This is an optimization exercise on Yosys and OpenROAD, whose aim is small area, a short achievable clock period and few clock cycles per item, not a production implementation.
Where RTL was checked, it was by simulation tests only, not by an equivalence proof against the original.
Function not checked in runs 1, 4 and 5: the RTL went through the layout flow alone.
Power and IR drop assume default switching activity.

[flow/design.v]
module csum_unit #(
    parameter [15:0] RXB         = 16'h4000,
    parameter [15:0] TXB         = 16'h8000,
    parameter [15:0] RXBUF_SIZE  = 16'd1536,
    parameter [15:0] TXBUF_SIZE  = 16'd1536
) (
    input  wire        clk,
    input  wire        rst,           
    input  wire        cmd_valid,
    output wire        cmd_ready,
    input  wire [31:0] cmd_seed,
    input  wire [15:0] cmd_addr,
    input  wire [15:0] cmd_len,
    output wire        mem_req,
    input  wire        mem_gnt,
    output wire [13:0] mem_waddr,
    input  wire [31:0] mem_rdata,
    output wire        rsp_valid,
    output wire        rsp_err,
    output wire [15:0] rsp_sum
);
    reg        idle;       
    wire       busy = !idle;
    reg        chk;        
    reg        chk2;       
    reg        reqv;       
    reg        first;      
    reg        dvalid;     
    reg        dfirst;     
    reg        dlast;      
    reg        rlast;      
    reg        f1;         
    reg        f2;         
    reg        wq;         
    reg        rspv;
    reg        err;        
    reg        rerr;       
    reg        pre_ok;     
    reg        sel;        
    reg [1:0]  a_lo;       
    reg [10:0] l;          
    reg [8:0]  w;          
    reg [31:0] r;          
    reg [15:0] acc_lo;
    reg [15:0] acc_hi;
    reg [1:0]  cy;         
    wire [11:0] ta = {1'b0, w, a_lo};
    wire [11:0] tb = {1'b0, l};
    wire [12:0] t  = {1'b0, ~(ta ^ tb)} + {(ta | tb), 1'b0};
    wire        ok = pre_ok && (!t[12] || (!t[11] && !(t[10] && t[9])));
    wire        zero = (l == 11'd0);
    wire        none = chk && zero;
    wire gnt      = reqv && mem_gnt;
    wire single   = (l[10:3] == 8'd0) && ({1'b0, l[2:0]} + {2'b00, a_lo} <= 4'd4);
    wire last_now = chk ? single : (w == l[10:2]);
    wire accept   = !busy && cmd_valid;
    reg  [8:0] w_all;      
    integer k;
    always @(*) begin
        w_all[0] = 1'b1;
        for (k = 1; k < 9; k = k + 1)
            w_all[k] = w_all[k-1] & w[k-1];
    end
    wire [8:0] w_n = w ^ (w_all & {9{gnt}});
    wire [3:0] m_lo = dfirst ? (4'b1111 << a_lo) : 4'b1111;
    wire [3:0] m_hi = dlast  ? (4'b1111 >> (2'd3 - l[1:0])) : 4'b1111;
    wire [3:0] m    = {4{dvalid && !err}} & m_lo & m_hi;
    wire [3:0] ms   = m & {4{!a_lo[0]}};                      
    wire [3:0] mx   = {m[2], m[3], m[0], m[1]} & {4{a_lo[0]}};  
    wire [31:0] rd  = mem_rdata;
    wire [31:0] rdx = {rd[23:16], rd[31:24], rd[7:0], rd[15:8]};
    wire [15:0] hi_n = acc_hi + {14'd0, cy};
    wire        inj  = rlast || (chk && zero);
    wire [31:0] r_n  = (rd  & {{8{ms[3]}}, {8{ms[2]}}, {8{ms[1]}}, {8{ms[0]}}}) |
                       (rdx & {{8{mx[3]}}, {8{mx[2]}}, {8{mx[1]}}, {8{mx[0]}}}) |
                       ({6'd0, lo_n[17:16], 8'd0, hi_n[7:0], hi_n[15:8]} & {32{inj}});
    wire [15:0] w0   = {r[7:0], r[15:8]};
    wire [15:0] w1   = {r[23:16], r[31:24]};
    wire [15:0] cs_s = acc_lo ^ w0 ^ w1;
    wire [15:0] cs_c = (acc_lo & w0) | (acc_lo & w1) | (w0 & w1);
    wire [17:0] lo_n = {2'd0, cs_s} + {1'd0, cs_c, f2 && (cy[1] || (cy[0] && !wq))};
    wire [15:0] fh   = {r[7:0], r[15:8]};
    wire        fwr  = ((fh == 16'hffff) && (r[25:24] != 2'd0)) ||
                       ((fh == 16'hfffe) && r[25]);
    wire        nc   = (acc_lo[15:12] != 4'hf) && (fh[15:11] == 5'd0);
    always @(posedge clk) begin
        r      <= r_n;
        dfirst <= first;
        dlast  <= last_now;
        acc_hi <= !busy ? cmd_seed[31:16] : hi_n;
        cy     <= !busy ? 2'd0 : lo_n[17:16];
        if (!busy)
            acc_lo <= cmd_seed[15:0];
        else if (chk2 && err)
            acc_lo <= 16'd0;
        else
            acc_lo <= lo_n[15:0];
        if (!busy) begin
            pre_ok <= ((cmd_addr[15:11] == 5'b01000) || (cmd_addr[15:11] == 5'b10000)) &&
                      (cmd_len[15:11] == 5'd0);
            sel    <= cmd_addr[15];
            a_lo   <= cmd_addr[1:0];
        end
        if (!busy)
            l <= cmd_len[10:0];
        else if (chk)
            l <= t[10:0];
        w <= !busy ? cmd_addr[10:2] : w_n;
        if (chk)
            err <= !ok;
        rerr <= chk2 && err;
        wq <= fwr;
    end
    always @(posedge clk) begin
        if (rst) begin
            idle   <= 1'b1;
            chk    <= 1'b0;
            chk2   <= 1'b0;
            reqv   <= 1'b0;
            dvalid <= 1'b0;
            rlast  <= 1'b0;
            f1     <= 1'b0;
            f2     <= 1'b0;
            rspv   <= 1'b0;
        end else begin
            chk    <= accept;
            chk2   <= chk;
            dvalid <= gnt && !none;
            rlast  <= dvalid && dlast && !err;
            f1     <= rlast || (chk && zero);
            f2     <= f1 && !err && !nc;
            rspv   <= (f1 && nc) || f2 || (chk2 && err);
            if (accept) begin
                idle  <= 1'b0;
                reqv  <= 1'b1;
                first <= 1'b1;
            end
            if (rspv) begin
                idle <= 1'b1;
            end
            if (gnt) begin
                first <= 1'b0;
                if (last_now)
                    reqv <= 1'b0;
            end
            if (none || (chk2 && err))
                reqv <= 1'b0;
        end
    end
    assign cmd_ready = idle;
    assign mem_req   = reqv;
    assign mem_waddr = {sel, ~sel, 3'b000, w};
    assign rsp_valid = rspv;
    assign rsp_err   = rerr;
    assign rsp_sum   = acc_lo;
endmodule
[flow/flow/run.sh]
#!/bin/bash
export BUFFER_PORTS_ARGS="-buffer_cell sky130_fd_sc_hd__buf_1"
export SETUP_SLACK_MARGIN=7.0
bash standard.sh > standard.log 2>&1
[flow/constraint.sdc]
create_clock -name core_clock -period 10.0 [get_ports {clk}]
set_input_delay 2.0000 -clock core_clock [delete_from_list [all_inputs] [get_ports {clk}]]
set_output_delay 2.0000 -clock core_clock [all_outputs]
set_load 0.01 [all_outputs]
[flow/config.mk]
export PLATFORM = sky130hd
export DESIGN_NAME = csum_unit
export DESIGN_NICKNAME = csum_unit
export VERILOG_FILES = /design/flow/design.v
export SDC_FILE = /design/flow/constraint.sdc
export NUM_CORES = 4
export LEC_CHECK = 0
export CAP_MARGIN = 20
export CORE_MARGIN = 2
export CORE_UTILIZATION = 40
export SLEW_MARGIN = 20
[flow/standard.sh]
#!/bin/bash
# synth_recipe.tcl (not shown) runs the flow's synth.tcl, then flattens the netlist and writes it again
# the make line also repeats each setting of config.mk as NAME=value (left out here)
make -C /OpenROAD-flow-scripts/flow DESIGN_CONFIG=/design/flow/config.mk WORK_HOME=/design/flow/orfs CLKGATE_MAP_FILE= SYNTH_SCRIPT=/design/flow/synth_recipe.tcl "${@:-finish}"
==> results of run 1 <==
[per-stage QoR]
| stage | power, W | cells | setup WS (ns) |
|---|---|---|---|
| floorplan | 0.0008239 | 635 | 7.005 |
| finish | 0.001308 | 962 | 6.897 |
| detailed placement | 0.0009306 | 931 | 6.680 |
| CTS | 0.001290 | 954 | 6.957 |
| global route | 0.001393 | 962 | 6.813 |
| global placement | 0.0009205 | 931 | 6.732 |
[layout by cell type (no fill, tap or decap), types with 4 or more instances in the layout]
cell type                   count
sky130_fd_sc_hd__and3_1         4
sky130_fd_sc_hd__a21o_1         5
sky130_fd_sc_hd__xor2_1        23
sky130_fd_sc_hd__o31ai_1        6
sky130_fd_sc_hd__o21bai_1       5
sky130_fd_sc_hd__nand2b_1       4
sky130_fd_sc_hd__ha_1          39
sky130_fd_sc_hd__nand3_1        9
sky130_fd_sc_hd__mux2_2         8
sky130_fd_sc_hd__a22o_1        23
sky130_fd_sc_hd__inv_1         54
sky130_fd_sc_hd__a22oi_1       19
sky130_fd_sc_hd__nor3_1         5
sky130_fd_sc_hd__dfxtp_2        4
sky130_fd_sc_hd__a21oi_1       34
sky130_fd_sc_hd__dfxtp_1       84
sky130_fd_sc_hd__clkbuf_16      9
sky130_fd_sc_hd__buf_4         16
sky130_fd_sc_hd__buf_1        129
sky130_fd_sc_hd__nor2_1        37
sky130_fd_sc_hd__nand4_1       10
sky130_fd_sc_hd__xnor2_1       24
sky130_fd_sc_hd__fa_1          18
sky130_fd_sc_hd__o21ai_0       54
sky130_fd_sc_hd__edfxtp_1      17
sky130_fd_sc_hd__inv_2          5
sky130_fd_sc_hd__nor4_1         7
sky130_fd_sc_hd__nand2_1       62
[registers in the layout, indices dropped and copies added (netlist names), 2 cells and up]
register	cells
l	11
a_lo	2
r	32
acc_hi	16
acc_lo	16
w	9
cy	2
[cell families after synthesis]
| kind of cell | count (synthesis) | share of synthesized area (%) |
|---|---|---|
| flip-flops | 105 | 38.43 |
| adder cells (fa/ha/maj) | 62 | 15.66 |
| AO/OA/AOI/OAI | 168 | 18.94 |
| XOR/XNOR | 48 | 7.111 |
| buffers and inverters | 78 | 5.206 |
| other | 1 | 0.06343 |
| AND/OR/NAND/NOR | 163 | 13.06 |
| multiplexers | 8 | 1.524 |
[worst paths after layout]
kind	start	end	slack, ns	cells past startpoint
worst min-delay path	first	dfirst	0.36	0
worst min register to register	first	dfirst	0.36	0
worst max register to register	a_lo[1]	err	6.90	12
worst max-delay path	a_lo[1]	err	6.90	12
[power by group through the flow]
stage / clock network [W] / registers, W / logic (W)
CTS: 0.000357 / 0.000502 / 0.000430
global route: 0.000377 / 0.000506 / 0.000510
global placement: 0 / 0.000512 / 0.000408
finish: 0.000348 / 0.000501 / 0.000458
floorplan: 0 / 0.000511 / 0.000313
detailed placement: 0 / 0.000514 / 0.000417
[routing by layer]
metal | part of all wire [%] | wire (um) | GRT usage (%) | up-vias
li1 | - | - | - | 2498
met1 | 46 | 7520 | 28.58 | 2436
met2 | 45 | 7233 | 32.53 | 195
met3 | 6.5 | 1056 | 3.252 | 29
met4 | 2.7 | 440 | 8.039 | 0
met5 | 0 | 0 | 0 | -
[final cells by class]
type | instances | share of cell area, %
clock buffers | 10 | 3.255
clock inverters | 6 | 0.8182
inverters | 59 | 3.148
multi-input cells | 452 | 48.47
flip-flops and latches | 105 | 32.37
well taps | 184 | 3.273
repair buffers | 146 | 8.662
[what timing repair did]
action                                 in CTS  in global routing
endpoints found under the hold margin       0                  0
setup endpoints to repair                   6                 12
resized for setup                           3                 17
pin swaps                                   5                 12
hold buffers                                0                  0
setup buffers                               7                  8
[worst max-delay path, cell delays in order, from the launching register on]
cell                       delay (ns)
sky130_fd_sc_hd__edfxtp_1        0.38
sky130_fd_sc_hd__inv_2           0.06
sky130_fd_sc_hd__ha_4            0.26
sky130_fd_sc_hd__inv_2           0.04
sky130_fd_sc_hd__ha_4            0.15
sky130_fd_sc_hd__fa_2            0.35
sky130_fd_sc_hd__a211o_1         0.32
sky130_fd_sc_hd__a21oi_2         0.20
sky130_fd_sc_hd__nor2_2          0.09
sky130_fd_sc_hd__o41ai_4         0.36
sky130_fd_sc_hd__xor2_2          0.22
sky130_fd_sc_hd__nor3_2          0.05
sky130_fd_sc_hd__or3_1           0.37
==> impl_summary.log, run 1 <==
[metrics] total of flip-flops plus latches after synthesis: 105
[metrics] RSZ-0062 raised after global routing: yes
[metrics] Finished Cell Area: 0.007034 mm^2
[metrics] fill cell total of the finished layout: 1413
[metrics] number of detailed-routing iterations run before antenna repair: 5
[metrics] Wirelength per Cell: around 17 um
[metrics] cell area after placement: roughly 0.0066 mm^2
[metrics] antenna cell count: 0
[metrics] EDFF count, synth: 17
[metrics] standard-cell row count: 44
[metrics] number of buffers added by the clock tree synthesis step: 9
[metrics] count of port buffers added during placement: 130
[metrics] TritonCTS clock tree: yes
[metrics] Initial Utilization: 40.83%
[metrics] maximum fanout along the worst path: 3
[metrics] switching pwr: 0.0004637 W
[metrics] nature of the critical path startpoint: flip-flop
[metrics] antenna violations before repair: 0
[metrics] Crit path arrival time: ~3.2 ns
[metrics] count of final max-slew check failures: 0
[metrics] TritonCTS sink count: roughly 110
[metrics] type of the worst min-delay path: flip-flop to flip-flop
[metrics] proportion of total power due to net switching: 35.46%
[metrics] leakage power summed over all cells: 2.895 nW
[metrics] post-DP HPWL: 12.65 mm
[metrics] die width: 125.6 um
[metrics] synthesized area divided by synthesized cell count: 9.340 um^2
[metrics] post-synthesis async set-or-reset flop share: 0%
[metrics] top cells by area, synth: sky130_fd_sc_hd__dfxtp_1 30%, sky130_fd_sc_hd__ha_1 8.9%, sky130_fd_sc_hd__edfxtp_1 8.6%, sky130_fd_sc_hd__fa_1 6.8%, sky130_fd_sc_hd__o21ai_0 4.6%
[metrics] outcome: complete, no violations
[metrics] Sequential Power Share: a little under two fifths
[metrics] Placer Congestion: 0.9261
[metrics] element type at the critical path end: flip-flop
[metrics] Cell Pwr Density: 185.9 mW/mm^2
[metrics] total routing resource utilization after global routing: 20.67%
[metrics] class of the most critical setup path: flip-flop to flip-flop
[metrics] internal power of the cells: roughly 0.00084 W
[metrics] Netlist Area Pre-Place: between 0.005 and 0.006 mm^2
[metrics] number of hold violations in the final report: 0
[metrics] via count: about 5200
[metrics] register area: between 0.002 and 0.0025 mm^2
[metrics] Max Cap Violations: 0
[metrics] largest net degree at the start of global routing: 77
[metrics] maximum number of buffers from clock root to sink: 2
[metrics] I/O pin count: 134
[metrics] Commonest cells post-synth: 88 x sky130_fd_sc_hd__dfxtp_1, 62 x sky130_fd_sc_hd__nand2_1, 58 x sky130_fd_sc_hd__inv_1, 54 x sky130_fd_sc_hd__o21ai_0, 42 x sky130_fd_sc_hd__ha_1
[metrics] cell chosen for the clock root: sky130_fd_sc_hd__clkbuf_16
[metrics] clock transition at the registers of the reported paths: 0.07 ns
[metrics] GRT Residual Overflow: 0
[metrics] number of warning messages in the yosys log: 1
[metrics] required time of the critical path: 10.10 ns
[metrics] Std-Cell Core Area: 0.01448 mm^2
[metrics] vertical die dimension: 125.6 um
[metrics] NumNets Final: between 900 and 1000
[metrics] initial detailed-routing violation count: 316
[metrics] routed wire length: 16.25 mm
[metrics] Worst Clk Skew: 0.007582 ns
[metrics] maximum level of the CTS H-tree: 3
[metrics] Worst Hold Margin: 0.3618 ns
[metrics] area of the die: 0.01577 mm^2
[metrics] Final Setup Violations: 0
[metrics] DRC Markers: 0
[metrics] vias in the first global route: around 5100
[metrics] total area of multi-input combinational cells: about 0.0034 mm^2
[metrics] IR Drop Worst-Case VDD: 84.23 uV
[metrics] Seq/Total Area, Yosys: 38.43%
[metrics] post-detailed-route count of antenna-violating nets: 0
[metrics] Rel. slew slack: 32.84%
[metrics] Fin Setup TNS: 0 ns
[metrics] Clock Latency Late Sink: 0.36 ns
[metrics] most frequent cell after synthesis: sky130_fd_sc_hd__dfxtp_1
[metrics] fraction of final layout cells sized beyond drive strength 1: 9.254%
[metrics] growth of design area from synthesis to finish: 18.98%
[metrics] Min Clock Period, post-route: 3.103 ns
[metrics] transition time at the pin with the least slew margin: 1.007 ns
[metrics] end-of-flow core utilization: 48.58%
[metrics] Tcrit/Tclk final: around 31%
[metrics] Clk network pwr share: 26.6%
[metrics] Gate power share: 35.0%
[metrics] leading area contributor after synthesis: sky130_fd_sc_hd__dfxtp_1
[metrics] number of different library cells in the post-synthesis netlist: 58
[metrics] post-synth top area share: 29.80%
[metrics] maximum frequency from static timing analysis: approximately 320 MHz
[metrics] global-route wire length before repair: approximately 26 mm
[metrics] drt via density: ~5.4
[metrics] Mapped Cells: 633
[metrics] most instantiated flip-flop cell in the synthesis netlist: sky130_fd_sc_hd__dfxtp_1
==> inputs of run 2 (changes only) <==
--- a/flow/design.v
+++ b/flow/design.v
@@ -20,7 +20,7 @@
     output wire [15:0] rsp_sum
 );
     reg        idle;       
-    wire       busy = !idle;
+    reg        busy;       
     reg        chk;        
     reg        chk2;       
     reg        reqv;       
@@ -114,6 +114,7 @@
     always @(posedge clk) begin
         if (rst) begin
             idle   <= 1'b1;
+            busy   <= 1'b0;
             chk    <= 1'b0;
             chk2   <= 1'b0;
             reqv   <= 1'b0;
@@ -132,11 +133,13 @@
             rspv   <= (f1 && nc) || f2 || (chk2 && err);
             if (accept) begin
                 idle  <= 1'b0;
+                busy  <= 1'b1;
                 reqv  <= 1'b1;
                 first <= 1'b1;
             end
             if (rspv) begin
                 idle <= 1'b1;
+                busy <= 1'b0;
             end
             if (gnt) begin
                 first <= 1'b0;
--- a/flow/config.mk
+++ b/flow/config.mk
@@ -7,5 +7,5 @@
 export LEC_CHECK = 0
 export CAP_MARGIN = 20
 export CORE_MARGIN = 2
-export CORE_UTILIZATION = 40
+export CORE_UTILIZATION = 30
 export SLEW_MARGIN = 20
==> impl_summary.log, run 2 <==
[metrics] Sequential Power Share: 38.9% (was 38.3%)
[metrics] I/O pin count: 134 (unchanged)
[metrics] DRC Markers: 0 (unchanged)
[metrics] Bufs and invs on worst path: 1 (was 2)
[metrics] Clock Latency Late Sink: 0.36 ns (about the same)
[metrics] leading area contributor after synthesis: sky130_fd_sc_hd__dfxtp_1 (unchanged)
[metrics] global-route wire length before repair: 26.74 mm (was 25.76 mm)
[metrics] post-synth top area share: 29.16% (was 29.80%)
[metrics] Seq/Total Area, Yosys: 37.52% (was 38.43%)
[metrics] register containing the most flip-flops in the final layout: r (unchanged)
[metrics] most instantiated flip-flop cell in the synthesis netlist: sky130_fd_sc_hd__dfxtp_1 (unchanged)
[metrics] Tcrit/Tclk final: 29.65% (was 31.03%)
[metrics] Mapped Cells: 653 (was 633)
[metrics] element type at the critical path end: output port (was flip-flop)
[metrics] synthesized area divided by synthesized cell count: 9.356 um^2 (was 9.340 um^2)
[metrics] CP max stage delay: 0.43 ns (was 0.38 ns)
[metrics] total power of the final layout: 0.001313 W (was 0.001308 W)
[metrics] maximum level of the CTS H-tree: 3 (unchanged)
[metrics] switching pwr: 0.0004665 W (was 0.0004637 W)
[metrics] slowest stage cell, crit path: sky130_fd_sc_hd__dfxtp_1 (was sky130_fd_sc_hd__edfxtp_1)
[metrics] via count: 5173 (was 5158)
[metrics] Wirelength per Cell: 16.15 um (was 16.89 um)
[metrics] hold bufs inserted after CTS: 0 (unchanged)
[metrics] top cells by area, synth: sky130_fd_sc_hd__dfxtp_1 29%, sky130_fd_sc_hd__ha_1 8.6%, sky130_fd_sc_hd__edfxtp_1 8.4%, sky130_fd_sc_hd__fa_1 6.6%, sky130_fd_sc_hd__a21oi_1 3.9% (was sky130_fd_sc_hd__dfxtp_1 30%, sky130_fd_sc_hd__ha_1 8.9%, sky130_fd_sc_hd__edfxtp_1 8.6%, sky130_fd_sc_hd__fa_1 6.8%, sky130_fd_sc_hd__o21ai_0 4.6%)
[metrics] Crit path arrival time: 0.96 ns (was 3.21 ns)
[metrics] Min Clock Period, post-route: 2.965 ns (was 3.103 ns)
[metrics] number of instances on the worst hold path: 0 (unchanged)
[metrics] EDFF count, synth: 17 (unchanged)
[metrics] series of cell instances along the critical path: buf_1 (was inv_2, ha_4, inv_2, ha_4, fa_2, a211o_1, a21oi_2, nor2_2, o41ai_4, xor2_2, nor3_2, or3_1)
[metrics] slack of the worst reg-to-reg path: 7.10 ns (was 6.90 ns)
[metrics] IR Drop Worst-Case VDD: 116.8 uV (was 84.23 uV)
[metrics] antenna cell count: 0 (unchanged)
[metrics] cell area after placement: 0.006862 mm^2 (was 0.006568 mm^2)
[metrics] number of hold violations in the final report: 0 (unchanged)
[metrics] routed wire length: 17.06 mm (was 16.25 mm)
[metrics] most common cell after layout, fill and taps aside: sky130_fd_sc_hd__buf_1 (unchanged)
[metrics] post-DP HPWL: 13.41 mm (was 12.65 mm)
[metrics] Initial Utilization: 30.39% (was 40.83%)
[metrics] standard-cell row count: 52 (was 44)
[metrics] proportion of total power due to net switching: 35.52% (was 35.46%)
[metrics] clock transition at the registers of the reported paths: 0.08 ns (was 0.07 ns)
[metrics] number of different library cells in the post-synthesis netlist: 74 (was 58)
[metrics] outcome: complete, no violations (unchanged)
[metrics] Rel. slew slack: 42.17% (was 32.84%)
[metrics] Netlist Area Pre-Place: 0.006110 mm^2 (was 0.005912 mm^2)
[metrics] leakage power summed over all cells: 2.842 nW (was 2.895 nW)
[metrics] Fin Setup TNS: 0 ns (unchanged)
[metrics] fraction of final layout cells sized beyond drive strength 1: 6.997% (was 9.254%)
[metrics] area of the die: 0.02152 mm^2 (was 0.01577 mm^2)
[metrics] Finished Cell Area: 0.007193 mm^2 (was 0.007034 mm^2)
[metrics] number of detailed-routing iterations run before antenna repair: 7 (was 5)
[metrics] total of flip-flops plus latches after synthesis: 106 (was 105)
[metrics] growth of design area from synthesis to finish: 17.74% (was 18.98%)
[metrics] number of warning messages in the yosys log: 1 (unchanged)
[metrics] post-detailed-route count of antenna-violating nets: 0 (unchanged)
[metrics] maximum frequency from static timing analysis: 337.3 MHz (was 322.3 MHz)
[metrics] Std-Cell Core Area: 0.02010 mm^2 (was 0.01448 mm^2)
[metrics] required time of the critical path: 8.00 ns (was 10.10 ns)
[metrics] total routing resource utilization after global routing: 16.00% (was 20.67%)
[metrics] Worst Hold Margin: 0.3505 ns (was 0.3618 ns)
[metrics] TritonCTS clock tree: yes (unchanged)
[metrics] class of the most critical setup path: flip-flop to output port (was flip-flop to flip-flop)
[metrics] CP delay by family, top: flip-flops (was compound AO/OA/AOI/OAI gates)
[metrics] reg2reg end: err (unchanged)
[metrics] maximum fanout along the worst path: 4 (was 3)
[metrics] type of the worst min-delay path: flip-flop to flip-flop (unchanged)
[metrics] Max Cap Violations: 0 (unchanged)
[metrics] cell chosen for the clock root: sky130_fd_sc_hd__clkbuf_16 (unchanged)
[metrics] count of final max-slew check failures: 0 (unchanged)
[metrics] Min-Delay Startpoint: first (unchanged)
[metrics] Gate power share: 33.9% (was 35.0%)
[metrics] max reg flops: 32 (unchanged)
[metrics] Cell Pwr Density: 182.6 mW/mm^2 (was 185.9 mW/mm^2)
[metrics] end-of-flow core utilization: 35.78% (was 48.58%)
[metrics] internal power of the cells: 0.0008469 W (was 0.0008439 W)
[metrics] post-synthesis async set-or-reset flop share: 0% (unchanged)
[metrics] vertical die dimension: 146.7 um (was 125.6 um)
[metrics] Placer Congestion: 0.8635 (was 0.9261)
[metrics] die width: 146.7 um (was 125.6 um)
[metrics] drt via density: 4.899 (was 5.362)
[metrics] RSZ-0062 raised after global routing: yes (unchanged)
[metrics] GRT Residual Overflow: 0 (unchanged)
[metrics] highest-count cells in the layout ignoring fill and taps: 127 x sky130_fd_sc_hd__buf_1, 84 x sky130_fd_sc_hd__dfxtp_1, 59 x sky130_fd_sc_hd__inv_1 (was 129 x sky130_fd_sc_hd__buf_1, 84 x sky130_fd_sc_hd__dfxtp_1, 62 x sky130_fd_sc_hd__nand2_1)
[metrics] reg2reg path depth: 11 (was 12)
[metrics] largest net degree at the start of global routing: 64 (was 77)
[metrics] TritonCTS sink count: 106 (was 105)
[metrics] Commonest cells post-synth: 89 x sky130_fd_sc_hd__dfxtp_1, 59 x sky130_fd_sc_hd__inv_1, 48 x sky130_fd_sc_hd__a21oi_1, 42 x sky130_fd_sc_hd__ha_1, 42 x sky130_fd_sc_hd__nor2_1 (was 88 x sky130_fd_sc_hd__dfxtp_1, 62 x sky130_fd_sc_hd__nand2_1, 58 x sky130_fd_sc_hd__inv_1, 54 x sky130_fd_sc_hd__o21ai_0, 42 x sky130_fd_sc_hd__ha_1)
[metrics] most frequent cell after synthesis: sky130_fd_sc_hd__dfxtp_1 (unchanged)
[metrics] Largest regs: r: 32 flops, acc_hi: 16 flops, acc_lo: 16 flops (unchanged)
[metrics] Final Setup Violations: 0 (unchanged)
[metrics] number of buffers added by the clock tree synthesis step: 9 (unchanged)
[metrics] initial detailed-routing violation count: 288 (was 316)
[metrics] Clk network pwr share: 27.2% (was 26.6%)
[metrics] transition time at the pin with the least slew margin: 0.8674 ns (was 1.007 ns)
[metrics] vias in the first global route: 5062 (was 5123)
[metrics] NumNets Final: 943 (was 935)
[metrics] worst r2r src: l[0] (was a_lo[1])
[metrics] count of port buffers added during placement: 130 (unchanged)
[metrics] maximum number of buffers from clock root to sink: 2 (unchanged)
[metrics] nature of the critical path startpoint: flip-flop (unchanged)
[metrics] Worst Clk Skew: 0.008527 ns (was 0.007582 ns)
[metrics] antenna violations before repair: 0 (unchanged)
[metrics] endpoint with the worst hold slack: dfirst (unchanged)
[run 2: cell families after synthesis]
group,count (synthesis),share of synthesized area (%)
muxes,9,1.638
AOI/OAI and AO/OA,180,19.87
xor gates and xnor gates,40,5.734
adders and majority gates,62,15.15
buffers and inverters,83,5.406
other,1,0.06138
DFF,106,37.52
and+or+nand+nor,172,14.62
[run 2: worst max-delay path by stage]
| stage | start | to | slack (ns) | cells after the start |
|---|---|---|---|---|
| 2_1_floorplan | mem_gnt | w[8] | 7.00 | 6 |
| 3_3_place_gp | mem_gnt | w[8] | 6.79 | 7 |
| 3_5_place_dp | mem_gnt | w[8] | 6.78 | 7 |
| 4_1_cts | acc_lo[12] | rsp_sum[12] | 7.01 | 1 |
| 5_1_grt | l[0] | err | 6.99 | 11 |
| 6_report | w[0] | mem_waddr[0] | 7.04 | 1 |
[run 2: layout make-up]
type                       instances  area [um^2]
fill                            2140        12910
multi-input combinational        466         3495
sequential                       106         2298
timing repair buffer             136        536.8
tap                              270        337.8
inverter                          62        232.7
clock buffer                       9        225.2
clock inverter                     7        67.56
[run 2: metal layers]
| metal | wire [um] | global-route usage [%] | share of wire [%] |
|---|---|---|---|
| met5 | 0 | 0 | 0 |
| met4 | 323 | 4.806 | 1.9 |
| met3 | 949 | 3.882 | 5.6 |
| met2 | 7739 | 25.75 | 45 |
| met1 | 8042 | 21.36 | 47 |
[run 2: timing repair]
action / CTS / global route
setup endpoints to repair: 5 / 4
gates resized for setup: 4 / 3
setup buffers: 1 / 3
[run 2: power groups by stage]
stage	Combinational [W]	Sequential (W)	Clock, W
after floorplan	0.000330	0.000519	0
after global placement	0.000435	0.000522	0
after detailed placement	0.000439	0.000523	0
after CTS	0.000443	0.000513	0.000366
after global routing	0.000503	0.000518	0.000384
final	0.000445	0.000512	0.000357
[run 2: stage by stage]
stage                     setup slack [ns]  std cells
final                                7.035       1056
after floorplan                      7.000        655
after detailed placement             6.780       1036
after global routing                 6.988       1056
after CTS                            7.007       1053
after global placement               6.792       1036
Testbench counts of run 2, summed over its fixed seeds: cycles 63,482, items 512.
==> inputs of run 3 (changes only) <==
--- a/flow/config.mk
+++ b/flow/config.mk
@@ -7,5 +7,5 @@
 export LEC_CHECK = 0
 export CAP_MARGIN = 20
 export CORE_MARGIN = 2
-export CORE_UTILIZATION = 30
+export CORE_UTILIZATION = 50
 export SLEW_MARGIN = 20
==> impl_summary.log, run 3 <==
[metrics] number of buffers added by the clock tree synthesis step: 9 (unchanged)
[metrics] number of detailed-routing iterations run before antenna repair: 4 (was 7)
[metrics] area of the die: 0.01312 mm^2 (was 0.02152 mm^2)
[metrics] cell chosen for the clock root: sky130_fd_sc_hd__clkbuf_16 (unchanged)
[metrics] initial detailed-routing violation count: 344 (was 288)
[metrics] leakage power summed over all cells: 2.846 nW (was 2.842 nW)
[metrics] Wirelength per Cell: 17.25 um (was 16.15 um)
[metrics] Fin Setup TNS: 0 ns (unchanged)
[metrics] worst r2r src: a_lo[1] (was l[0])
[metrics] slowest stage cell, crit path: sky130_fd_sc_hd__edfxtp_1 (was sky130_fd_sc_hd__dfxtp_1)
[metrics] Tcrit/Tclk final: 29.42% (was 29.65%)
[metrics] EDFF count, synth: 17 (unchanged)
[metrics] Mapped Cells: 653 (unchanged)
[metrics] Netlist Area Pre-Place: 0.006110 mm^2 (unchanged)
[metrics] growth of design area from synthesis to finish: 15.30% (was 17.74%)
[metrics] antenna violations before repair: 0 (unchanged)
[metrics] GRT Residual Overflow: 0 (unchanged)
[metrics] maximum frequency from static timing analysis: 339.9 MHz (was 337.3 MHz)
[metrics] clock transition at the registers of the reported paths: 0.07 ns (was 0.08 ns)
[metrics] routed wire length: 16.12 mm (was 17.06 mm)
[metrics] Max Cap Violations: 0 (unchanged)
[metrics] most frequent cell after synthesis: sky130_fd_sc_hd__dfxtp_1 (unchanged)
[metrics] most common cell after layout, fill and taps aside: sky130_fd_sc_hd__buf_1 (unchanged)
[metrics] origin of the worst setup path: sel (was w[0])
[metrics] max reg flops: 32 (unchanged)
[metrics] RSZ-0062 raised after global routing: yes (unchanged)
[metrics] fill cell total of the finished layout: 1130 (was 2140)
[metrics] count of final max-slew check failures: 0 (unchanged)
[metrics] Seq/Total Area, Yosys: 37.52% (unchanged)
[metrics] DRC Markers: 0 (unchanged)
[metrics] Final Setup Violations: 0 (unchanged)
[metrics] vias in the first global route: 4967 (was 5062)
[metrics] Largest regs: r: 32 flops, acc_hi: 16 flops, acc_lo: 16 flops (unchanged)
[metrics] IR Drop Worst-Case VDD: 146.0 uV (was 116.8 uV)
[metrics] global-route wire length before repair: 25.05 mm (was 26.74 mm)
[metrics] TritonCTS sink count: 106 (unchanged)
[metrics] antenna cell count: 0 (unchanged)
[metrics] Initial Utilization: 51.08% (was 30.39%)
[metrics] standard-cell row count: 40 (was 52)
[metrics] CP max stage delay: 0.40 ns (was 0.43 ns)
[metrics] number of hold violations in the final report: 0 (unchanged)
[metrics] nature of the critical path startpoint: flip-flop (unchanged)
[metrics] required time of the critical path: 8.00 ns (about the same)
[metrics] post-detailed-route count of antenna-violating nets: 0 (unchanged)
[metrics] I/O pin count: 134 (unchanged)
[metrics] register containing the most flip-flops in the final layout: r (unchanged)
[metrics] most instantiated flip-flop cell in the synthesis netlist: sky130_fd_sc_hd__dfxtp_1 (unchanged)
[metrics] largest net degree at the start of global routing: 64 (unchanged)
[metrics] Commonest cells post-synth: 89 x sky130_fd_sc_hd__dfxtp_1, 59 x sky130_fd_sc_hd__inv_1, 48 x sky130_fd_sc_hd__a21oi_1, 42 x sky130_fd_sc_hd__ha_1, 42 x sky130_fd_sc_hd__nor2_1 (unchanged)
[metrics] number of different library cells in the post-synthesis netlist: 74 (unchanged)
[metrics] Std-Cell Core Area: 0.01196 mm^2 (was 0.02010 mm^2)
[metrics] maximum level of the CTS H-tree: 3 (unchanged)
[metrics] TritonCTS clock tree: yes (unchanged)
[metrics] maximum number of buffers from clock root to sink: 2 (unchanged)
[metrics] class of the most critical setup path: flip-flop to output port (unchanged)
[metrics] end-of-flow core utilization: 58.89% (was 35.78%)
[metrics] number of warning messages in the yosys log: 1 (unchanged)
[metrics] drt via density: 5.559 (was 4.899)
[metrics] count of port buffers added during placement: 130 (unchanged)
[metrics] Clock Latency Late Sink: 0.36 ns (about the same)
[metrics] Worst Clk Skew: 0.007229 ns (was 0.008527 ns)
[metrics] Min-Delay Startpoint: first (unchanged)
[metrics] leading area contributor after synthesis: sky130_fd_sc_hd__dfxtp_1 (unchanged)
[metrics] post-synth top area share: 29.16% (unchanged)
[metrics] element type at the critical path end: output port (unchanged)
[metrics] highest-count cells in the layout ignoring fill and taps: 129 x sky130_fd_sc_hd__buf_1, 85 x sky130_fd_sc_hd__dfxtp_1, 59 x sky130_fd_sc_hd__inv_1 (was 127 x sky130_fd_sc_hd__buf_1, 84 x sky130_fd_sc_hd__dfxtp_1, 59 x sky130_fd_sc_hd__inv_1)
[metrics] synthesized area divided by synthesized cell count: 9.356 um^2 (unchanged)
[metrics] type of the worst min-delay path: flip-flop to flip-flop (unchanged)
[metrics] series of cell instances along the critical path: inv_1, clkbuf_2 (was buf_1)
[metrics] outcome: complete, no violations (unchanged)
[metrics] total of flip-flops plus latches after synthesis: 106 (unchanged)
[metrics] die width: 114.5 um (was 146.7 um)
[metrics] hold bufs inserted after CTS: 0 (unchanged)
[metrics] vertical die dimension: 114.5 um (was 146.7 um)
[metrics] Placer Congestion: 0.9107 (was 0.8635)
[metrics] fraction of final layout cells sized beyond drive strength 1: 6.734% (was 6.997%)
[metrics] Min Clock Period, post-route: 2.942 ns (was 2.965 ns)
[metrics] Cell Pwr Density: 185.4 mW/mm^2 (was 182.6 mW/mm^2)
[metrics] post-DP HPWL: 12.79 mm (was 13.41 mm)
[metrics] transition time at the pin with the least slew margin: 0.7933 ns (was 0.8674 ns)
[metrics] maximum fanout along the worst path: 2 (was 4)
[metrics] post-synthesis async set-or-reset flop share: 0% (unchanged)
[metrics] top cells by area, synth: sky130_fd_sc_hd__dfxtp_1 29%, sky130_fd_sc_hd__ha_1 8.6%, sky130_fd_sc_hd__edfxtp_1 8.4%, sky130_fd_sc_hd__fa_1 6.6%, sky130_fd_sc_hd__a21oi_1 3.9% (unchanged)
[metrics] Crit path arrival time: 0.94 ns (was 0.96 ns)
[metrics] via count: 5192 (was 5173)
[metrics] Rel. slew slack: 47.03% (was 42.17%)
[metrics] NumNets Final: 944 (was 943)
[metrics] total routing resource utilization after global routing: 25.01% (was 16.00%)
==> run 3: cell counts after synthesis <==
No cell type changed its count.
==> run 3: per-stage QoR <==
step	setup WS, ns	cells	total power (W)	hold slack (ns)	area (um^2)
3_3_place_gp	6.794	913	0.0009504	0.3385	6708
2_1_floorplan	7.000	655	0.0008484	0.3233	6117
4_1_cts	7.000	930	0.001312	0.3540	7010
5_1_grt	6.985	934	0.001396	0.3661	7044
6_report	7.058	934	0.001306	0.3551	7044
3_5_place_dp	6.753	913	0.0009591	0.3370	6708
==> run 3: kinds of logic after synthesis <==
| kind of cell | synth area share (%) |
|---|---|
| compound gates | 19.87 |
| simple gates | 14.62 |
| flops | 37.52 |
| buf+inv | 5.406 |
| fa+ha+maj | 15.15 |
| xor+xnor | 5.734 |
| mux | 1.638 |
| other cells | 0.06138 |
==> run 3: repair_timing <==
action,in CTS,in global routing
gates resized for setup,1,3
setup buffers,1,4
endpoints found under the setup margin,2,4
==> run 3: routing by layer <==
metal	up-vias	track usage (%)	wire [um]
met4	0	6.016	233
met5	-	0	0
met1	2428	31.94	7308
met2	153	42.80	7767
li1	2597	-	-
met3	14	5.876	806
==> run 3: path summary, 6_finish.rpt <==
kind / cells after the start / to / slack [ns]
worst max-delay path: 2 / mem_waddr[12] / 7.06
worst min-delay path: 0 / dfirst / 0.36
worst max register to register: 11 / err / 7.09
worst min register to register: 0 / dfirst / 0.36
==> run 3: area by class of cell <==
type | count | area (um^2) | area share (%)
clock buffers | 10 | 239.0 | 3.393
inverters | 62 | 232.7 | 3.304
well taps | 147 | 183.9 | 2.611
multi-input cells | 466 | 3495 | 49.61
repair buffers | 137 | 541.8 | 7.691
clock inverters | 6 | 55.05 | 0.7815
flip-flops and latches | 106 | 2297 | 32.61
==> run 3: worst max-delay path: cells and delay by family (launching register included) <==
family                 cells  cell delay (ns)
flip-flops                 1             0.40
buffers and inverters      2             0.19
==> run 3: power by group <==
| group | internal (W) | total, W | switching, W |
|---|---|---|---|
| clock | 0.000182 | 0.000350 | 0.000168 |
| sequential | 0.000480 | 0.000512 | 0.0000323 |
| combinational | 0.000191 | 0.000444 | 0.000253 |
==> inputs of run 4 (changes only) <==
--- a/flow/design.v
+++ b/flow/design.v
@@ -36,15 +36,14 @@
     reg        err;        
     reg        rerr;       
     reg        pre_ok;     
-    reg        sel;        
     reg [1:0]  a_lo;       
     reg [10:0] l;          
-    reg [8:0]  w;          
+    reg [10:0] w;          
     reg [31:0] r;          
     reg [15:0] acc_lo;
     reg [15:0] acc_hi;
     reg [1:0]  cy;         
-    wire [11:0] ta = {1'b0, w, a_lo};
+    wire [11:0] ta = {1'b0, w[8:0], a_lo};
     wire [11:0] tb = {1'b0, l};
     wire [12:0] t  = {1'b0, ~(ta ^ tb)} + {(ta | tb), 1'b0};
     wire        ok = pre_ok && (!t[12] || (!t[11] && !(t[10] && t[9])));
@@ -52,16 +51,16 @@
     wire        none = chk && zero;
     wire gnt      = reqv && mem_gnt;
     wire single   = (l[10:3] == 8'd0) && ({1'b0, l[2:0]} + {2'b00, a_lo} <= 4'd4);
-    wire last_now = chk ? single : (w == l[10:2]);
+    wire last_now = chk ? single : (w[8:0] == l[10:2]);
     wire accept   = !busy && cmd_valid;
-    reg  [8:0] w_all;      
+    reg [10:0] w_all;      
     integer k;
     always @(*) begin
         w_all[0] = 1'b1;
-        for (k = 1; k < 9; k = k + 1)
+        for (k = 1; k < 11; k = k + 1)
             w_all[k] = w_all[k-1] & w[k-1];
     end
-    wire [8:0] w_n = w ^ (w_all & {9{gnt}});
+    wire [10:0] w_n = w ^ (w_all & {11{gnt}});
     wire [3:0] m_lo = dfirst ? (4'b1111 << a_lo) : 4'b1111;
     wire [3:0] m_hi = dlast  ? (4'b1111 >> (2'd3 - l[1:0])) : 4'b1111;
     wire [3:0] m    = {4{dvalid && !err}} & m_lo & m_hi;
@@ -98,14 +97,13 @@
         if (!busy) begin
             pre_ok <= ((cmd_addr[15:11] == 5'b01000) || (cmd_addr[15:11] == 5'b10000)) &&
                       (cmd_len[15:11] == 5'd0);
-            sel    <= cmd_addr[15];
             a_lo   <= cmd_addr[1:0];
         end
         if (!busy)
             l <= cmd_len[10:0];
         else if (chk)
             l <= t[10:0];
-        w <= !busy ? cmd_addr[10:2] : w_n;
+        w <= !busy ? {!cmd_addr[15], cmd_addr[15], cmd_addr[10:2]} : w_n;
         if (chk)
             err <= !ok;
         rerr <= chk2 && err;
@@ -152,7 +150,7 @@
     end
     assign cmd_ready = idle;
     assign mem_req   = reqv;
-    assign mem_waddr = {sel, ~sel, 3'b000, w};
+    assign mem_waddr = {w[9], w[10], 3'b000, w[8:0]};
     assign rsp_valid = rspv;
     assign rsp_err   = rerr;
     assign rsp_sum   = acc_lo;
==> flow/flow/run.sh (replaced) <==
#!/bin/bash
export BUFFER_PORTS_ARGS="-buffer_cell sky130_fd_sc_hd__buf_1"
export SETUP_SLACK_MARGIN=7.15
bash standard.sh > standard.log 2>&1
--- a/flow/config.mk
+++ b/flow/config.mk
@@ -7,5 +7,5 @@
 export LEC_CHECK = 0
 export CAP_MARGIN = 20
 export CORE_MARGIN = 2
-export CORE_UTILIZATION = 50
+export CORE_UTILIZATION = 40
 export SLEW_MARGIN = 20
==> impl_summary.log, run 4 <==
[metrics] Fin Setup TNS: 0 ns (unchanged)
[metrics] maximum number of buffers from clock root to sink: 2 (unchanged)
[metrics] largest net degree at the start of global routing: 77 (was 64)
[metrics] Mapped Cells: 672 (was 653)
[metrics] antenna violations before repair: 0 (unchanged)
[metrics] vias in the first global route: 5436 (was 4967)
[metrics] Placer Congestion: 0.8360 (was 0.9107)
[metrics] worst-case setup slack after placement: 6.668 ns (was 6.753 ns)
[metrics] fill cell total of the finished layout: 1532 (was 1130)
[metrics] routed wire length: 17.59 mm (was 16.12 mm)
[metrics] proportion of total power due to net switching: 34.16% (was 34.76%)
[metrics] via count: 5541 (was 5192)
[metrics] most frequent cell after synthesis: sky130_fd_sc_hd__dfxtp_1 (unchanged)
[metrics] switching pwr: 0.0004737 W (was 0.0004540 W)
[metrics] GRT Residual Overflow: 0 (unchanged)
[metrics] CP max stage delay: 0.36 ns (was 0.40 ns)
[metrics] IR Drop Worst-Case VDD: 110.1 uV (was 146.0 uV)
[metrics] total of flip-flops plus latches after synthesis: 107 (was 106)
[metrics] clock transition at the registers of the reported paths: 0.08 ns (was 0.07 ns)
[metrics] Worst Hold Margin: 0.3920 ns (was 0.3551 ns)
[metrics] Std-Cell Core Area: 0.01566 mm^2 (was 0.01196 mm^2)
[metrics] total routing resource utilization after global routing: 21.01% (was 25.01%)
[metrics] number of buffers added by the clock tree synthesis step: 9 (unchanged)
[metrics] top cells by area, synth: sky130_fd_sc_hd__dfxtp_1 29%, sky130_fd_sc_hd__ha_1 8.3%, sky130_fd_sc_hd__edfxtp_1 7.6%, sky130_fd_sc_hd__fa_1 6.3%, sky130_fd_sc_hd__a21oi_1 4.5% (was sky130_fd_sc_hd__dfxtp_1 29%, sky130_fd_sc_hd__ha_1 8.6%, sky130_fd_sc_hd__edfxtp_1 8.4%, sky130_fd_sc_hd__fa_1 6.6%, sky130_fd_sc_hd__a21oi_1 3.9%)
[metrics] leakage power summed over all cells: 3.243 nW (was 2.846 nW)
[metrics] Worst Clk Skew: 0.008972 ns (was 0.007229 ns)
[metrics] DRC Markers: 0 (unchanged)
[metrics] count of port buffers added during placement: 130 (unchanged)
[metrics] most common cell after layout, fill and taps aside: sky130_fd_sc_hd__buf_1 (unchanged)
[metrics] number of detailed-routing iterations run before antenna repair: 5 (was 4)
[metrics] maximum frequency from static timing analysis: 353.5 MHz (was 339.9 MHz)
[metrics] Seq/Total Area, Yosys: 36.33% (was 37.52%)
[metrics] CP delay by family, top: flip-flops (unchanged)
[metrics] most instantiated flip-flop cell in the synthesis netlist: sky130_fd_sc_hd__dfxtp_1 (unchanged)
[metrics] area of the die: 0.01686 mm^2 (was 0.01312 mm^2)
[metrics] post-DP HPWL: 13.64 mm (was 12.79 mm)
[metrics] Largest regs: r: 32 flops, acc_hi: 16 flops, acc_lo: 16 flops (unchanged)
[metrics] outcome: complete, no violations (unchanged)
[metrics] Min Clock Period, post-route: 2.829 ns (was 2.942 ns)
[metrics] end-of-flow core utilization: 49.41% (was 58.89%)
[metrics] TritonCTS sink count: 107 (was 106)
[metrics] fraction of final layout cells sized beyond drive strength 1: 17.47% (was 6.734%)
[metrics] count of final max-slew check failures: 0 (unchanged)
[metrics] Cell Pwr Density: 179.3 mW/mm^2 (was 185.4 mW/mm^2)
[metrics] Clock Latency Late Sink: 0.35 ns (was 0.36 ns)
[metrics] transition time at the pin with the least slew margin: 0.9592 ns (was 0.7933 ns)
[metrics] standard-cell row count: 46 (was 40)
[metrics] growth of design area from synthesis to finish: 22.08% (was 15.30%)
[metrics] slowest stage cell, crit path: sky130_fd_sc_hd__dfxtp_4 (was sky130_fd_sc_hd__edfxtp_1)
[metrics] final critical-path setup slack: 7.171 ns (was 7.058 ns)
[metrics] TritonCTS clock tree: yes (unchanged)
[metrics] Gate power share: 36.0% (was 34.0%)
[metrics] drt via density: 5.297 (was 5.559)
[metrics] cell chosen for the clock root: sky130_fd_sc_hd__clkbuf_16 (unchanged)
[metrics] nature of the critical path startpoint: flip-flop (unchanged)
[metrics] maximum fanout along the worst path: 3 (was 2)
[metrics] class of the most critical setup path: flip-flop to output port (unchanged)
[metrics] register containing the most flip-flops in the final layout: r (unchanged)
[metrics] post-synthesis async set-or-reset flop share: 0% (unchanged)
[metrics] post-synth top area share: 28.75% (was 29.16%)
[metrics] EDFF count, synth: 16 (was 17)
[metrics] Bufs and invs on worst path: 1 (was 2)
[metrics] Initial Utilization: 40.47% (was 51.08%)
[metrics] global-route wire length before repair: 27.43 mm (was 25.05 mm)
[metrics] slack of the worst reg-to-reg path: 7.23 ns (was 7.09 ns)
[metrics] RSZ-0062 raised after global routing: yes (unchanged)
[metrics] internal power of the cells: 0.0009130 W (was 0.0008522 W)
[metrics] Sequential Power Share: 36.9% (was 39.2%)
[metrics] synthesized area divided by synthesized cell count: 9.429 um^2 (was 9.356 um^2)
[metrics] max reg flops: 32 (unchanged)
[metrics] number of different library cells in the post-synthesis netlist: 73 (was 74)
[metrics] post-detailed-route count of antenna-violating nets: 0 (unchanged)
[metrics] die width: 129.9 um (was 114.5 um)
[metrics] required time of the critical path: 8.00 ns (about the same)
[metrics] Max Cap Violations: 0 (unchanged)
[metrics] NumNets Final: 987 (was 944)
[metrics] number of warning messages in the yosys log: 1 (unchanged)
[metrics] type of the worst min-delay path: flip-flop to flip-flop (unchanged)
[metrics] Crit path arrival time: 0.83 ns (was 0.94 ns)
[metrics] highest-count cells in the layout ignoring fill and taps: 100 x sky130_fd_sc_hd__buf_1, 61 x sky130_fd_sc_hd__dfxtp_1, 60 x sky130_fd_sc_hd__inv_1 (was 129 x sky130_fd_sc_hd__buf_1, 85 x sky130_fd_sc_hd__dfxtp_1, 59 x sky130_fd_sc_hd__inv_1)
[metrics] element type at the critical path end: output port (unchanged)
[metrics] Netlist Area Pre-Place: 0.006336 mm^2 (was 0.006110 mm^2)
[metrics] Clk network pwr share: 27.0% (was 26.8%)
[metrics] vertical die dimension: 129.9 um (was 114.5 um)
[metrics] Rel. slew slack: 35.82% (was 47.03%)
[metrics] hold bufs inserted after CTS: 0 (unchanged)
[metrics] maximum level of the CTS H-tree: 3 (unchanged)
[metrics] initial detailed-routing violation count: 327 (was 344)
[metrics] Final Setup Violations: 0 (unchanged)
[metrics] antenna cell count: 0 (unchanged)
[metrics] series of cell instances along the critical path: buf_6 (was inv_1, clkbuf_2)
[metrics] Wirelength per Cell: 16.82 um (was 17.25 um)
[metrics] Tcrit/Tclk final: 28.29% (was 29.42%)
[metrics] I/O pin count: 134 (unchanged)
[metrics] number of hold violations in the final report: 0 (unchanged)
[metrics] leading area contributor after synthesis: sky130_fd_sc_hd__dfxtp_1 (unchanged)
[metrics] Commonest cells post-synth: 91 x sky130_fd_sc_hd__dfxtp_1, 61 x sky130_fd_sc_hd__inv_1, 57 x sky130_fd_sc_hd__a21oi_1, 44 x sky130_fd_sc_hd__nor2_1, 42 x sky130_fd_sc_hd__ha_1 (was 89 x sky130_fd_sc_hd__dfxtp_1, 59 x sky130_fd_sc_hd__inv_1, 48 x sky130_fd_sc_hd__a21oi_1, 42 x sky130_fd_sc_hd__ha_1, 42 x sky130_fd_sc_hd__nor2_1)
run 4: repair_timing:
action / 4_1_cts / 5_1_grt
buffers inserted: 15 / 17
pin swaps: 2 / 6
endpoints found under the setup margin: 37 / 26
gates resized for setup: 65 / 21
run 4: path summary, 6_finish.rpt:
check,cells past startpoint,end,from
worst max-delay path,1,mem_waddr[2],w[2]
worst min-delay path,0,dfirst,first
worst max register to register,8,acc_lo[10],acc_lo[0]
worst min register to register,0,dfirst,first
run 4: worst register-to-register path, stage by stage, from the launching register on:
cell and delay (ns):
sky130_fd_sc_hd__dfxtp_2 0.34, sky130_fd_sc_hd__fa_1 0.48, sky130_fd_sc_hd__ha_2 0.22, sky130_fd_sc_hd__fa_2 0.37, sky130_fd_sc_hd__a211o_1 0.34, sky130_fd_sc_hd__a21o_4 0.24, sky130_fd_sc_hd__o211ai_4 0.22, sky130_fd_sc_hd__a2111oi_0 0.14
sky130_fd_sc_hd__a221o_1 0.30
run 4: power by group through the flow:
| stage | registers (W) | logic, W | clock network, W |
|---|---|---|---|
| 2_1_floorplan | 0.000524 | 0.000342 | 0 |
| 3_3_place_gp | 0.000526 | 0.000446 | 0 |
| 3_5_place_dp | 0.000527 | 0.000456 | 0 |
| 4_1_cts | 0.000515 | 0.000481 | 0.000380 |
| 5_1_grt | 0.000517 | 0.000562 | 0.000398 |
| 6_report | 0.000512 | 0.000500 | 0.000375 |
run 4: final cells by class:
cell class	instances	area, um^2	share of cell area, %
Multi-Input combinational cell	482	3732	48.25
Tap cell	216	270.3	3.494
Inverter	62	232.7	3.009
Clock buffer	11	252.7	3.268
Sequential cell	107	2355	30.44
Timing Repair Buffer	163	832.0	10.76
Clock inverter	5	60.06	0.7764
run 4: cells by family after synthesis:
| group | count (synthesis) | share of synthesized area, % |
|---|---|---|
| other | 1 | 0.05918 |
| AOI/OAI and AO/OA | 198 | 22.28 |
| and+or+nand+nor | 170 | 13.84 |
| muxes | 11 | 1.935 |
| buffers and inverters | 85 | 5.687 |
| adders and majority gates | 62 | 14.61 |
| xor gates and xnor gates | 38 | 5.253 |
| DFF | 107 | 36.33 |
run 4: through the flow:
stage	std cells	cell area, um^2	total power [W]
2_1_floorplan	674	6356	0.0008660
5_1_grt	1046	7735	0.001477
4_1_cts	1029	7520	0.001375
3_3_place_gp	998	6995	0.0009723
3_5_place_dp	998	6995	0.0009827
6_report	1046	7735	0.001387
run 4: routing by layer:
| metal | vias up | part of all wire (%) | track usage, % |
|---|---|---|---|
| met3 | 22 | 4.7 | 3.936 |
| met4 | 0 | 1.7 | 6.135 |
| met5 | - | 0 | 0 |
| met1 | 2617 | 45 | 27.27 |
| met2 | 164 | 48 | 35.76 |
| li1 | 2738 | - | - |
==> inputs of run 5 (changes only) <==
==> flow/flow/run.sh (replaced) <==
#!/bin/bash
export BUFFER_PORTS_ARGS="-buffer_cell sky130_fd_sc_hd__buf_1"
export SETUP_SLACK_MARGIN=7.0
bash standard.sh > standard.log 2>&1
==> impl_summary.log, run 5 <==
[metrics] die width: 129.9 um (unchanged)
[metrics] CP delay by family, top: flip-flops (unchanged)
[metrics] max reg flops: 32 (unchanged)
[metrics] RSZ-0062 raised after global routing: no (was yes)
[metrics] maximum fanout along the worst path: 2 (was 3)
[metrics] antenna cell count: 0 (unchanged)
[metrics] vertical die dimension: 129.9 um (unchanged)
[metrics] number of detailed-routing iterations run before antenna repair: 6 (was 5)
[metrics] number of hold violations in the final report: 0 (unchanged)
[metrics] total of flip-flops plus latches after synthesis: 107 (unchanged)
[metrics] Min Clock Period, post-route: 2.953 ns (was 2.829 ns)
[metrics] TritonCTS clock tree: yes (unchanged)
[metrics] number of warning messages in the yosys log: 1 (unchanged)
[metrics] Clock Latency Late Sink: 0.36 ns (was 0.35 ns)
[metrics] standard-cell row count: 46 (unchanged)
[metrics] Placer Congestion: 0.8480 (was 0.8360)
[metrics] cell chosen for the clock root: sky130_fd_sc_hd__clkbuf_16 (unchanged)
[metrics] global-route wire length before repair: 27.03 mm (was 27.43 mm)
[metrics] growth of design area from synthesis to finish: 16.27% (was 22.08%)
[metrics] EDFF count, synth: 16 (unchanged)
[metrics] GRT Residual Overflow: 0 (unchanged)
[metrics] clock transition at the registers of the reported paths: 0.07 ns (was 0.08 ns)
[metrics] Fin Setup TNS: 0 ns (unchanged)
[metrics] Seq/Total Area, Yosys: 36.33% (unchanged)
[metrics] hold bufs inserted after CTS: 0 (unchanged)
[metrics] post-synth top area share: 28.75% (unchanged)
[metrics] element type at the critical path end: output port (unchanged)
[metrics] Cell Pwr Density: 185.7 mW/mm^2 (was 179.3 mW/mm^2)
[metrics] end-of-flow core utilization: 47.06% (was 49.41%)
[metrics] drt via density: 5.425 (was 5.297)
[metrics] routed wire length: 17.45 mm (was 17.59 mm)
[metrics] antenna violations before repair: 0 (unchanged)
[metrics] top cells by area, synth: sky130_fd_sc_hd__dfxtp_1 29%, sky130_fd_sc_hd__ha_1 8.3%, sky130_fd_sc_hd__edfxtp_1 7.6%, sky130_fd_sc_hd__fa_1 6.3%, sky130_fd_sc_hd__a21oi_1 4.5% (unchanged)
[metrics] Bufs and invs on worst path: 1 (unchanged)
[metrics] TritonCTS sink count: 107 (unchanged)
[metrics] post-synthesis async set-or-reset flop share: 0% (unchanged)
[metrics] maximum frequency from static timing analysis: 338.7 MHz (was 353.5 MHz)
[metrics] leading area contributor after synthesis: sky130_fd_sc_hd__dfxtp_1 (unchanged)
[metrics] Final Setup Violations: 0 (unchanged)
[metrics] Netlist Area Pre-Place: 0.006336 mm^2 (unchanged)
[metrics] most instantiated flip-flop cell in the synthesis netlist: sky130_fd_sc_hd__dfxtp_1 (unchanged)
[metrics] maximum level of the CTS H-tree: 3 (unchanged)
[metrics] Tcrit/Tclk final: 29.53% (was 28.29%)
[metrics] DRC Markers: 0 (unchanged)
[metrics] Mapped Cells: 672 (unchanged)
[metrics] Std-Cell Core Area: 0.01566 mm^2 (unchanged)
[metrics] transition time at the pin with the least slew margin: 0.9318 ns (was 0.9592 ns)
[metrics] Worst Clk Skew: 0.008296 ns (was 0.008972 ns)
[metrics] class of the most critical setup path: flip-flop to output port (unchanged)
[metrics] most frequent cell after synthesis: sky130_fd_sc_hd__dfxtp_1 (unchanged)
[metrics] Max Cap Violations: 0 (unchanged)
[metrics] slowest stage cell, crit path: sky130_fd_sc_hd__dfxtp_1 (was sky130_fd_sc_hd__dfxtp_4)
[metrics] area of the die: 0.01686 mm^2 (unchanged)
[metrics] fraction of final layout cells sized beyond drive strength 1: 7.338% (was 17.47%)
[metrics] I/O pin count: 134 (unchanged)
[metrics] required time of the critical path: 8.00 ns (about the same)
[metrics] final critical-path setup slack: 7.047 ns (was 7.171 ns)
[metrics] post-DP HPWL: 13.66 mm (was 13.64 mm)
[metrics] synthesized area divided by synthesized cell count: 9.429 um^2 (unchanged)
[metrics] highest-count cells in the layout ignoring fill and taps: 130 x sky130_fd_sc_hd__buf_1, 86 x sky130_fd_sc_hd__dfxtp_1, 61 x sky130_fd_sc_hd__inv_1 (was 100 x sky130_fd_sc_hd__buf_1, 61 x sky130_fd_sc_hd__dfxtp_1, 60 x sky130_fd_sc_hd__inv_1)
[metrics] number of different library cells in the post-synthesis netlist: 73 (unchanged)
[metrics] Largest regs: r: 32 flops, acc_hi: 16 flops, acc_lo: 16 flops (unchanged)
[metrics] count of final max-slew check failures: 0 (unchanged)
[metrics] type of the worst min-delay path: flip-flop to flip-flop (unchanged)
[metrics] total routing resource utilization after global routing: 20.92% (was 21.01%)
[metrics] Rel. slew slack: 37.65% (was 35.82%)
[metrics] Wirelength per Cell: 17.11 um (was 16.82 um)
[metrics] most common cell after layout, fill and taps aside: sky130_fd_sc_hd__buf_1 (unchanged)
[metrics] leakage power summed over all cells: 3.021 nW (was 3.243 nW)
[metrics] count of port buffers added during placement: 130 (unchanged)
[metrics] NumNets Final: 961 (was 987)
[metrics] number of buffers added by the clock tree synthesis step: 9 (unchanged)
[metrics] Crit path arrival time: 0.95 ns (was 0.83 ns)
[metrics] Initial Utilization: 40.47% (unchanged)
[metrics] IR Drop Worst-Case VDD: 102.7 uV (was 110.1 uV)
[metrics] maximum number of buffers from clock root to sink: 2 (unchanged)
[metrics] outcome: complete, no violations (unchanged)
[metrics] Commonest cells post-synth: 91 x sky130_fd_sc_hd__dfxtp_1, 61 x sky130_fd_sc_hd__inv_1, 57 x sky130_fd_sc_hd__a21oi_1, 44 x sky130_fd_sc_hd__nor2_1, 42 x sky130_fd_sc_hd__ha_1 (unchanged)
[metrics] vias in the first global route: 5383 (was 5436)
[metrics] via count: 5534 (was 5541)
[metrics] initial detailed-routing violation count: 380 (was 327)
[metrics] largest net degree at the start of global routing: 77 (unchanged)
[metrics] register containing the most flip-flops in the final layout: r (unchanged)
[metrics] series of cell instances along the critical path: buf_1 (was buf_6)
[metrics] CP max stage delay: 0.36 ns (about the same)
[metrics] nature of the critical path startpoint: flip-flop (unchanged)
[metrics] post-detailed-route count of antenna-violating nets: 0 (unchanged)
[metrics] worst-case setup slack after placement: 6.714 ns (was 6.668 ns)
## run 5: changes by cell type in the layout (fill, tap and decap cells not counted), moves of 6 or more
cell | before | now
sky130_fd_sc_hd__buf_1 | 100 | 130
sky130_fd_sc_hd__dfxtp_1 | 61 | 86
sky130_fd_sc_hd__buf_6 | 9 | 0
sky130_fd_sc_hd__dfxtp_4 | 6 | 0
sky130_fd_sc_hd__buf_4 | 34 | 7
sky130_fd_sc_hd__buf_2 | 20 | 0
sky130_fd_sc_hd__dfxtp_2 | 24 | 5
## run 5: kinds of logic after synthesis
kind of cell | share of synthesized area (%)
buffers and inverters | 5.687
other | 0.05918
and+or+nand+nor | 13.84
AOI/OAI and AO/OA | 22.28
muxes | 1.935
xor gates and xnor gates | 5.253
adders and majority gates | 14.61
DFF | 36.33
## run 5: timing repair
action | CTS | global route
buffers inserted | 0 | 6
gates resized for setup | 0 | 5
endpoints found under the setup margin | 0 | 9
## run 5: final timing paths
kind / from / endpoint / slack, ns / cells past startpoint
worst min-delay path: first / dfirst / 0.38 / 0
worst max register to register: l[1] / err / 7.13 / 10
worst min register to register: first / dfirst / 0.38 / 0
worst max-delay path: acc_lo[0] / rsp_sum[0] / 7.05 / 1
## run 5: cell type report
cell class / count / area [um^2]
flip-flops and latches: 107 / 2308
repair buffers: 137 / 540.5
fillers: 1550 / 8288
clock buffers: 11 / 264.0
multi-input cells: 482 / 3696
clock inverters: 5 / 55.05
inverters: 62 / 232.7
well taps: 216 / 270.3
## run 5: metal layers
layer | vias to the layer above | global-route usage, % | share of wire [%]
met5 | - | 0 | 0
met4 | 0 | 8.792 | 2.5
met3 | 29 | 3.157 | 4.5
met2 | 168 | 34.92 | 48
met1 | 2651 | 27.10 | 45
li1 | 2686 | - | -
## run 5: through the flow
step           instance area [um^2]  hold slack, ns   power, W  cells
6_report                       7367          0.3811   0.001368   1020
5_1_grt                        7367          0.3836   0.001454   1020
4_1_cts                        7315          0.3792   0.001368   1014
3_5_place_dp                   6995          0.3789  0.0009837    998
3_3_place_gp                   6995          0.3703  0.0009723    998
2_1_floorplan                  6356          0.3233  0.0008660    674
## run 5: worst reg2reg max path: cells and delay by family (launching register included)
kind	cells	cell delay (ns)
adder cells (fa/ha/maj)	3	0.95
buffers and inverters	2	0.12
flip-flops	1	0.45
AND/OR/NAND/NOR	1	0.23
AO/OA/AOI/OAI	4	0.87
## run 5: report_power, final
group,internal [W],switching [W]
Combinational,0.000198,0.000270
Clock,0.000217,0.000166
Sequential,0.000483,0.0000344
Total,0.000898,0.000470

==> port drivers added, routing unchanged <==
The flow's constraints put no driver on any port. The routed layouts listed below were extracted and timed again, unchanged, in two steps.
Step 1 sets driving cells, clkbuf_16 on the clock port and buf_2 on the other inputs (assumed; they add their load-dependent delay and slew).
Step 2 moves the port delays by t, midway between the first and last clock arrival at a register: inputs arrive t later, outputs are due t later. That takes back most of the time a late clock gives input paths.
Slacks: ideal ports / drivers / drivers and shift; pairs: ideal ports / drivers.
run | shift t [ns] | slack for setup (ns) | worst setup path after step 2 | worst slew at a driven data input, ns | pins driven straight from the clock port
run 1 | 0.391 | 6.897 / 6.897 / 6.712 | input to register | 0.05 | 1
run 2 | 0.397 | 7.035 / 6.996 / 6.768 | input to register | 0.05 | 1
run 3 | 0.393 | 7.058 / 7.017 / 6.744 | input to register | 0.04 | 1
run 4 | 0.389 | 7.171 / 7.133 / 6.868 | input to register | 0.05 | 1
run 5 | 0.396 | 7.047 / 7.005 / 6.797 | input to register | 0.05 | 1
After both steps every run listed still meets setup and hold. For run 3, which loses most, drivers alone change the setup slack by -0.041 ns; drivers and shift together by -0.314 ns.
